Source: an optimization exercise on an open RTL-to-GDS flow (aim: a short achievable clock period and few clock cycles per item). Production flows keep margins and buffers that such runs may drop. In this exercise RTL edits were held to simulation tests only and were not proved equivalent to the original. Power and IR drop assume default switching activity.

== old ==
// tms1100_core
module tms1100_core (
    input  wire        clk,
    input  wire        rst,         
    output wire [10:0] rom_addr,    
    input  wire [7:0]  rom_data,    
    input  wire [3:0]  k_in,        
    output wire [4:0]  o_out,       
    output wire [10:0] r_out,       
    output wire        retire       
);
    reg        rst_q;
    reg [10:0] fa;           
    reg [10:0] fa_alt;       
    reg [10:0] fa_d;         
    reg        dv;           
    reg        d_pred;       
    reg        hit_q;        
    reg        bv;           
    reg [10:0] btag;         
    reg [10:0] btgt;         
    reg [1:0]  x;
    reg [3:0]  y;
    reg [3:0]  x_oh;         
    reg [15:0] y_oh;         
    reg [7:0]  ir;
    reg        ev;           
    reg        pend;         
    reg        pend_b;       
    reg [10:0] rec;          
    reg [3:0]  mreg;         
    reg [5:0]  e_addr;       
    reg [10:0] e_pc;         
    reg        e_sflag;      
    reg        f_stype;      
    reg        f_sfl;        
    reg        f_we;         
    reg [63:0] e_sel;        
    reg        f_wd_a;       
    reg        f_wd_c4;      
    reg        f_wd_bit;     
    reg        e_k1;        
    reg        e_k2;
    reg        e_k3;
    reg        e_k4;
    reg        e_k5;
    reg        e_k6;
    reg        f_tay;        
    reg        f_tmy;        
    reg        f_br;         
    reg        f_call;       
    reg        f_retn;       
    reg        f_comc;       
    reg        f_ldp;        
    reg        f_s1;         
    reg g_we, g_wd_a, g_wd_c4, g_wd_bit;
    reg g_a_m, g_a_k, g_a_y, g_a_0, g_a_sum;
    reg g_s_sum, g_s_mnea, g_s_ynea, g_s_knez, g_s_tbit, g_s_mnez, g_s_ynec, g_sfl;
    reg g_k1, g_k2, g_k3, g_k4, g_k5, g_k6;
    reg g_tdo, g_rstr, g_setr, g_tay, g_tmy;
    always @(*) begin
        {g_we, g_wd_a, g_wd_c4, g_wd_bit} = 4'b0;
        {g_a_m, g_a_k, g_a_y, g_a_0, g_a_sum} = 5'b0;
  ...
Size: roughly 2,300 cells after synthesis, about 500 flip-flops, about 42 I/O pins.
export LEC_CHECK = 0
export CAP_MARGIN = 20
export CORE_MARGIN = 2
export CORE_UTILIZATION = 40
export SETUP_SLACK_MARGIN = 4.5
export SLEW_MARGIN = 20
create_clock -name core_clock -period 6.0 [get_ports {clk}]
run.sh (not shown) runs the stock make flow with config.mk's settings and CLKGATE_MAP_FILE= SYNTH_SCRIPT=/design/flow/synth_recipe.tcl, a recipe that flattens the netlist after the stock synthesis.
Every stage of the flow completed for old, and the final layout passed the timing, design-rule and antenna checks.
Testbench counts of old, summed over its fixed seeds: cycles 70,922, instructions 64,000.
Input-level comparison between new and old:
--- a/flow/design.v
+++ b/flow/design.v
@@ -191,32 +191,31 @@
     wire       cb_n   = cb ^ e_comc;
     wire [10:0] br_tgt = {cb, cl ? e_pc[9:6] : pb, op[5:0]};
     wire       s_next = e_s1 | ((e_stype | e_sfl) ? s_n : s);
     wire [7:0] dop      = rom_data;
     wire       taken_l  = pend & s;           
     wire       ntaken_l = pend & ~s;          
     wire       rec_b    = pend_b & ~s;        
-    wire       e_kill   = e_retn | e_tay | e_tmy;
-    wire [10:0] e_tgt   = (e_retn & cl) ? {cs, pb, sr} :
-                          {e_pc[10], e_retn ? pb : e_pc[9:6], e_pc[5:0] + 6'd1};
-    wire       d_ok     = dv & ~taken_l & ~rec_b & ~e_kill;    
+    wire       d_ok     = dv & ~taken_l & ~rec_b;    
     wire [3:0] pb_f     = e_ldp ? c4 : pb;
     wire       cb_f     = cb ^ e_comc;
     wire [4:0] br_hi    = {cb_f, cl ? fa_d[9:6] : pb_f};
     wire       ls_k     = ~e_stype;
     wire       ls_v     = e_s1 | (e_sfl & e_sflag) | (~e_s1 & ~e_sfl & s);
     wire       known_nt = ls_k & ~ls_v;
     wire       hit_ok   = (fa[10:6] == br_hi);
     wire       p_nt     = d_ok & d_pred & known_nt;             
     wire       p_fix    = d_ok & d_pred & ~known_nt & ~hit_ok;  
     wire       if_bad   = ntaken_l | p_nt;
     wire [10:0] seq_cur = if_bad ? fa_alt : fa;                  
     wire       hit      = hit_q;               
+    wire [10:0] rt_addr = cl ? {cs, pb_f, sr} : {fa_d[10], pb_f, seq_cur[5:0]};
     wire       d_br     = dop[7];
     wire       d_retn   = (dop == 8'h0F);
+    wire       d_ty     = (dop[7:2] == 6'b001000) & ~dop[0];      
     wire       d_pend   = d_ok & ~d_pred & d_br & ~ls_k;
     wire       d_pend_b = d_ok & d_pred & ~ls_k;
     wire [5:0] d_addr = {x, y};
     wire       m_fwd  = e_we & (e_addr == d_addr);
     wire [3:0] x_rd   = x_oh & {4{~m_fwd}};
     reg  [3:0] m_col [0:3];
     reg  [3:0] m_ram;
@@ -250,23 +249,26 @@
                          ({16{y_hold}} & y_oh);
     wire [1:0] x_n    = ({2{x_comx}} & {~x[1], x[0]}) | ({2{x_ldx}} & {dop[1], dop[2]}) |
                         ({2{x_hold}} & x);
     wire [3:0] x_oh_n = ({4{x_comx}} & {x_oh[1:0], x_oh[3:2]}) |
                         ({4{x_ldx}} & {dop[1] & dop[2], dop[1] & ~dop[2], ~dop[1] & dop[2], ~dop[1] & ~dop[2]}) |
                         ({4{x_hold}} & x_oh);
     wire       sflag_n = y_inc ? y_oh[15] : ~y_oh[0];
-    wire        base_seq = ~rec_b & ~e_kill & ~if_bad;
+    wire        base_seq = ~rec_b & ~if_bad;
     wire [10:0] fa_inc   = {fa[10:6], fa[5:0] + 6'd1};
     wire        nt_next  = d_ok & (dop[7:6] == 2'b00) & (dop[4:1] == 4'b0010) &
                            (dop[0] ? ~y_oh[15] : y_oh[0]);
     wire        hit_p    = hit & ~nt_next;
-    wire [10:0] fa_base  = rec_b ? rec : e_kill ? e_tgt : if_bad ? fa_alt : hit_p ? btgt : fa_inc;
+    wire [10:0] fa_base  = rec_b ? rec : if_bad ? fa_alt : hit_p ? btgt : fa_inc;
     wire        sel_br   = (d_ok & ~d_pred & (~ls_k | ls_v) & d_br) | p_fix;
-    wire        sel_none = ~sel_br;
-    wire [10:0] fa_n     = sel_br ? {br_hi, dop[5:0]} : fa_base;
+    wire        sel_rt   = d_ok & d_retn;
+    wire        sel_ty   = d_ok & d_ty;
+    wire        sel_none = ~(sel_br | sel_rt | sel_ty);
+    wire [10:0] fa_n     = ({11{sel_br}} & {br_hi, dop[5:0]}) | ({11{sel_rt}} & rt_addr) |
+                           ({11{sel_ty}} & seq_cur) | ({11{sel_none}} & fa_base);
     wire        dv_n     = sel_br ? d_pend : (sel_none & base_seq);
     wire        pred_n   = sel_none & base_seq & hit_p;
     wire [10:0] btag_n   = (e_br & s) ? e_pc : btag;
     wire        hit_n    = sel_none & base_seq & ~hit_p & (bv | (e_br & s)) & (fa_inc == btag_n);
     reg d_we, d_wd_a, d_wd_c4, d_wd_bit;
     reg d_a_m, d_a_k, d_a_y, d_a_0, d_a_sum;
     reg d_s_sum, d_s_mnea, d_s_ynea, d_s_knez, d_s_tbit, d_s_mnez, d_s_ynec, d_sfl;
Notes after the runs:
- new vs old — gate count after technology mapping climbed by a few percent
- new falls short of old in final worst setup slack.
- new did not stop at any stage, and its layout met the timing, design-rule and antenna checks.
- new against old: share of the cycle needed by the critical path after routing climbed 1.6 points, area after synthesis climbed about 0.55%, total power of the final layout dropped about 2.5%, number of post-CTS setup repair buffers climbed 2, register-to-register slack climbed 0.08 ns.
- Multi-input combinational cell count on new is up relative to old.
Testbench counts of new, summed over its fixed seeds: cycles 69,942, instructions 64,000.

==> static timing again, ports no longer ideal <==
Ports are ideal in the flow. The routed layouts listed here were re-timed in OpenROAD. Step 1 sets driving cells, clkbuf_16 on the clock port and buf_2 on the other inputs (assumed; they add their load-dependent delay and slew). Step 2 adds t to the input delays and takes it off the output delays; t is the mean of the earliest and latest rising clock arrival at the registers after step 1. Input paths then give back, and output paths get back, about the clock's delay inside the block. Slacks: no drivers / after step 1 / after step 2; pairs: no drivers / after step 1.
run | t, ns | slack for setup (ns) | worst setup path after step 2
old | 0.667 | 3.652 / 3.627 / 3.016 | input to register
new | 0.663 | 3.556 / 3.576 / 2.913 | input to register
After both steps every run listed still meets setup and hold. The setup slack of new, which loses most, moves by +0.020 ns with the drivers and by -0.643 ns with both steps.
